Context: an optimization exercise on an open-source flow, tuned for small area, a short achievable clock period and few clock cycles per item. The choices shown serve that exercise and are no tape-out recipe.
Function was checked by simulation only, so behaviour that the tests miss may differ from the original.

==> flow/design.v <==
module b62_enc (
    input  wire         clk,
    input  wire         rst,
    input  wire [495:0] alpha,         
    input  wire         start,
    input  wire [15:0]  len,
    output wire         idle,
    input  wire         in_valid,
    input  wire [7:0]   in_data,
    output wire         in_ready,
    output wire         out_valid,
    output wire [7:0]   out_sym,
    output wire         out_last,
    input  wire         out_ready
);
    reg        running;      
    reg [15:0] bytes_left;   
    reg        blz;          
    reg [18:0] acc;          
    reg [4:0]  have;         
    reg        irdy;         
    reg        idle_r;
    reg        ov;           
    reg [7:0]  osym;
    reg        olast;
    wire       term = blz && (have <= 5'd6);
    wire       can  = running && (blz || (have >= 5'd6));
    wire       adv  = !ov || out_ready;
    wire       step = can && adv;
    wire [5:0] v   = acc[5:0];
    wire       cmp = (v[4:1] == 4'hF) && (!term || v[5]);
    wire [5:0] d   = cmp ? {1'b0, v[4:0]} : v;
    wire       lst = term && !cmp;
    reg [7:0] sym;
    integer k;
    always @(*) begin
        sym = 8'd0;
        for (k = 0; k < 62; k = k + 1)
            if (d == k[5:0])
                sym = sym | alpha[k*8 +: 8];
    end
    wire        ld    = irdy && in_valid;
    wire [18:0] acc_s = !step ? acc : (cmp ? (acc >> 5) : (acc >> 6));
    wire [4:0]  have_s = !step ? have : (cmp ? have - 5'd5 : have - 5'd6);
    wire [18:0] ins   = ld ? ({11'd0, in_data} << have_s) : 19'd0;
    wire [4:0]  have_n = have_s + (ld ? 5'd8 : 5'd0);
    wire [15:0] bl_n  = bytes_left - (ld ? 16'd1 : 16'd0);
    wire        blz_n = blz || (ld && (bytes_left == 16'd1));
    assign idle      = idle_r;
    assign in_ready  = irdy;
    assign out_valid = ov;
    assign out_sym   = osym;
    assign out_last  = olast;
    always @(posedge clk) begin
        if (rst) begin
            running    <= 1'b0;
            bytes_left <= 16'd0;
            blz        <= 1'b1;
            acc        <= 19'd0;
            have       <= 5'd0;
            irdy       <= 1'b0;
            idle_r     <= 1'b1;
            ov         <= 1'b0;
            osym       <= 8'd0;
            olast      <= 1'b0;
        end else if (idle_r) begin
            if (start && len != 16'd0) begin
                running    <= 1'b1;
                bytes_left <= len;
                blz        <= 1'b0;
                acc        <= 19'd0;
                have       <= 5'd0;
                irdy       <= 1'b1;
                idle_r     <= 1'b0;
            end
        end else begin
            if (step) begin
                osym  <= sym;
                olast <= lst;
                ov    <= 1'b1;
            end else if (out_ready) begin
                ov    <= 1'b0;
                if (!running)
                    idle_r <= 1'b1;
            end
            if (step && lst) begin
                running <= 1'b0;
                acc     <= 19'd0;
                have    <= 5'd0;
            end else begin
                acc     <= acc_s | ins;
                have    <= have_n;
            end
            bytes_left <= bl_n;
            blz        <= blz_n;
            irdy       <= !blz_n && (have_n < 5'd12);
        end
    end
endmodule
module b62_dec (
    input  wire         clk,
    input  wire         rst,
    input  wire [495:0] alpha,         
    input  wire         start,
    input  wire [15:0]  len,
    output wire         idle,
    input  wire         in_valid,
    input  wire [7:0]   in_sym,
    output wire         in_ready,
    output wire         out_valid,
    output wire [7:0]   out_data,
    input  wire         out_ready,
    output wire         done,
    output wire         err,
    output wire [15:0]  err_idx,
    output wire [15:0]  olen
);
    reg        idle_r;
    reg        irdy;         
    reg [15:0] rem;          
    reg        sv;
    reg [7:0]  sym;
    reg        slast;
    reg        fin;          
    reg [15:0] i;            
    reg [6:0]  acc;          
    reg [2:0]  off;
    reg        err_r;
    reg [15:0] olen_r;
    reg        done_r;
    reg [1:0]  ocnt;
    reg [7:0]  ob0, ob1;
    reg [5:0] x;
    reg       hit;
    integer k;
    always @(*) begin
        x   = 6'd0;
        hit = 1'b0;
        for (k = 0; k < 62; k = k + 1) begin
            if (alpha[k*8 +: 8] == sym) begin
                x   = x | k[5:0];
                hit = 1'b1;
            end
        end
    end
    function [3:0] bitlen;
        input [5:0] val;
        begin
            if (val[5])      bitlen = 4'd6;
            else if (val[4]) bitlen = 4'd5;
            else if (val[3]) bitlen = 4'd4;
            else if (val[2]) bitlen = 4'd3;
            else if (val[1]) bitlen = 4'd2;
            else if (val[0]) bitlen = 4'd1;
            else             bitlen = 4'd0;
        end
    endfunction
    wire [3:0]  w    = slast ? bitlen(x) : ((x[4:1] == 4'hF) ? 4'd5 : 4'd6);
    wire [12:0] sum  = {6'd0, acc} | ({7'd0, x} << off);
    wire [3:0]  off2 = {1'b0, off} + w;
    wire        full = off2[3];                  
    wire        tail = slast && (off2[2:0] != 3'd0);   
    wire [7:0]  b0   = sum[7:0];
    wire [7:0]  b1   = {3'd0, sum[12:8]};
    wire        good = hit && !err_r;
    wire [1:0]  npush = !good ? 2'd0 : ({1'b0, full} + {1'b0, tail});
    wire        pop   = (ocnt != 2'd0) && out_ready;
    wire [1:0]  left  = ocnt - {1'b0, pop};
    wire        take  = sv && (slast ? (left == 2'd0) : (left != 2'd2));
    wire [1:0]  push  = take ? npush : 2'd0;
    wire [1:0]  ocnt_n = left + push;
    wire        acc_in = in_valid && irdy;
    wire        sv_n   = acc_in || (sv && !take);
    assign idle      = idle_r;
    assign in_ready  = irdy;
    assign out_valid = (ocnt != 2'd0);
    assign out_data  = ob0;
    assign done      = done_r;
    assign err       = err_r;
    assign err_idx   = i;
    assign olen      = olen_r;
    always @(posedge clk) begin
        if (rst) begin
            idle_r <= 1'b1;
            irdy   <= 1'b0;
            rem    <= 16'd0;
            sv     <= 1'b0;
            sym    <= 8'd0;
            slast  <= 1'b0;
            fin    <= 1'b0;
            i      <= 16'd0;
            acc    <= 7'd0;
            off    <= 3'd0;
            err_r  <= 1'b0;
            olen_r <= 16'd0;
            done_r <= 1'b0;
            ocnt   <= 2'd0;
            ob0    <= 8'd0;
            ob1    <= 8'd0;
        end else if (idle_r) begin
            if (start) begin
                idle_r <= 1'b0;
                rem    <= len;
                irdy   <= (len != 16'd0);
                sv     <= 1'b0;
                slast  <= 1'b0;
                fin    <= (len == 16'd0);
                done_r <= (len == 16'd0);
                i      <= 16'd0;
                acc    <= 7'd0;
                off    <= 3'd0;
                err_r  <= 1'b0;
                olen_r <= 16'd0;
                ocnt   <= 2'd0;
            end
        end else if (done_r) begin
            done_r <= 1'b0;
            idle_r <= 1'b1;
        end else begin
            if (acc_in) begin
                sym   <= in_sym;
                slast <= (rem == 16'd1);
                rem   <= rem - 16'd1;
            end
            sv   <= sv_n;
            irdy <= (rem != 16'd0) && !(acc_in && (rem == 16'd1)) &&
                    (!sv_n || (ocnt_n != 2'd2));
            if (take) begin
                if (!err_r) begin
                    if (!hit) begin
                        err_r <= 1'b1;
                    end else begin
                        i <= i + 16'd1;
                        if (full) begin
                            acc <= {2'b00, sum[12:8]};
                            off <= off2[2:0];
                        end else begin
                            acc <= sum[6:0];
                            off <= off2[2:0];
                        end
                    end
                end
                olen_r <= olen_r + {14'd0, push};
                if (slast)
                    fin <= 1'b1;
            end
            if ((fin || (take && slast)) && (ocnt_n == 2'd0))
                done_r <= 1'b1;
            ocnt <= ocnt_n;
            if (left == 2'd0) begin
                if (push != 2'd0) ob0 <= b0;
                if (push == 2'd2) ob1 <= b1;
            end else if (pop) begin      
                ob0 <= ob1;
                if (push != 2'd0) ob1 <= b0;
            end else begin
                if (push != 2'd0) ob1 <= b0;
            end
        end
    end
endmodule
module b62_codec (
    input  wire        clk,
    input  wire        rst,
    input  wire        tt_we,
    input  wire [5:0]  tt_addr,
    input  wire [7:0]  tt_data,
    input  wire        enc_start,
    input  wire [15:0] enc_len,
    output wire        enc_idle,
    input  wire        enc_in_valid,
    input  wire [7:0]  enc_in_data,
    output wire        enc_in_ready,
    output wire        enc_out_valid,
    output wire [7:0]  enc_out_sym,
    output wire        enc_out_last,
    input  wire        enc_out_ready,
    input  wire        dec_start,
    input  wire [15:0] dec_len,
    output wire        dec_idle,
    input  wire        dec_in_valid,
    input  wire [7:0]  dec_in_sym,
    output wire        dec_in_ready,
    output wire        dec_out_valid,
    output wire [7:0]  dec_out_data,
    input  wire        dec_out_ready,
    output wire        dec_done,
    output wire        dec_err,
    output wire [15:0] dec_err_idx,
    output wire [15:0] dec_olen
);
    reg [495:0] alpha;
    genvar g;
    generate
        for (g = 0; g < 62; g = g + 1) begin : g_alpha
            always @(posedge clk) begin
                if (tt_we && tt_addr == g)
                    alpha[g*8 +: 8] <= tt_data;
            end
        end
    endgenerate
    b62_enc u_enc (
        .clk       (clk),
        .rst       (rst),
        .alpha     (alpha),
        .start     (enc_start),
        .len       (enc_len),
        .idle      (enc_idle),
        .in_valid  (enc_in_valid),
        .in_data   (enc_in_data),
        .in_ready  (enc_in_ready),
        .out_valid (enc_out_valid),
        .out_sym   (enc_out_sym),
        .out_last  (enc_out_last),
        .out_ready (enc_out_ready)
    );
    b62_dec u_dec (
        .clk       (clk),
        .rst       (rst),
        .alpha     (alpha),
        .start     (dec_start),
        .len       (dec_len),
        .idle      (dec_idle),
        .in_valid  (dec_in_valid),
        .in_sym    (dec_in_sym),
        .in_ready  (dec_in_ready),
        .out_valid (dec_out_valid),
        .out_data  (dec_out_data),
        .out_ready (dec_out_ready),
        .done      (dec_done),
        .err       (dec_err),
        .err_idx   (dec_err_idx),
        .olen      (dec_olen)
    );
endmodule
clock: 9.0 ns
lec_check: 0
cap_margin: 20
core_margin: 2
core_utilization: 40
slew_margin: 20
run.sh (not shown) runs the stock make flow with config.mk's settings and CLKGATE_MAP_FILE= SYNTH_SCRIPT=/design/flow/synth_recipe.tcl, a recipe that flattens the netlist after the stock synthesis.
Testbench counts at the start, summed over its fixed seeds: cycles 13,877, items 9,181.
Rerun with:
--- a/flow/design.v
+++ b/flow/design.v
@@ -288,19 +288,14 @@
     output wire        dec_err,
     output wire [15:0] dec_err_idx,
     output wire [15:0] dec_olen
 );
     reg [495:0] alpha;
-    genvar g;
-    generate
-        for (g = 0; g < 62; g = g + 1) begin : g_alpha
-            always @(posedge clk) begin
-                if (tt_we && tt_addr == g)
-                    alpha[g*8 +: 8] <= tt_data;
-            end
-        end
-    endgenerate
+    always @(posedge clk) begin
+        if (tt_we && tt_addr < 6'd62)
+            alpha[tt_addr*8 +: 8] <= tt_data;
+    end
     b62_enc u_enc (
         .clk       (clk),
         .rst       (rst),
         .alpha     (alpha),
         .start     (enc_start),
Outcome: Wire length went up by 21%; clock-buffer cell count rises by 7; register-to-register slack gets worse by 430 ps; fmax drops by 6.0%; area after synthesis went up by 19%.
Testbench counts after the change, summed over its fixed seeds: cycles 13,877, items 9,181.

separate check: timing with driven ports:
How much do the figures lean on ideal ports? The routed layouts below were timed once more, with nothing changed but the port constraints.
Step 1 assumes that a clkbuf_16 drives the clock port and a buf_2 every other input.
Step 2 times the ports against the registers' clock, not the clock port: input delays grow and output delays shrink by t, the midpoint of the rising clock arrivals with the driver on.
Slacks: ideal ports / drivers / drivers and shift; pairs: ideal ports / drivers.
run | t (ns) | setup slack, ns | worst setup path after step 2 | pins driven straight from the clock port
the first run | 0.693 | 2.191 / 2.191 / 2.191 | register to register | 1
the second run | 0.716 | 1.760 / 1.760 / 1.760 | register to register | 1
After both steps setup and hold are still met in every run listed.
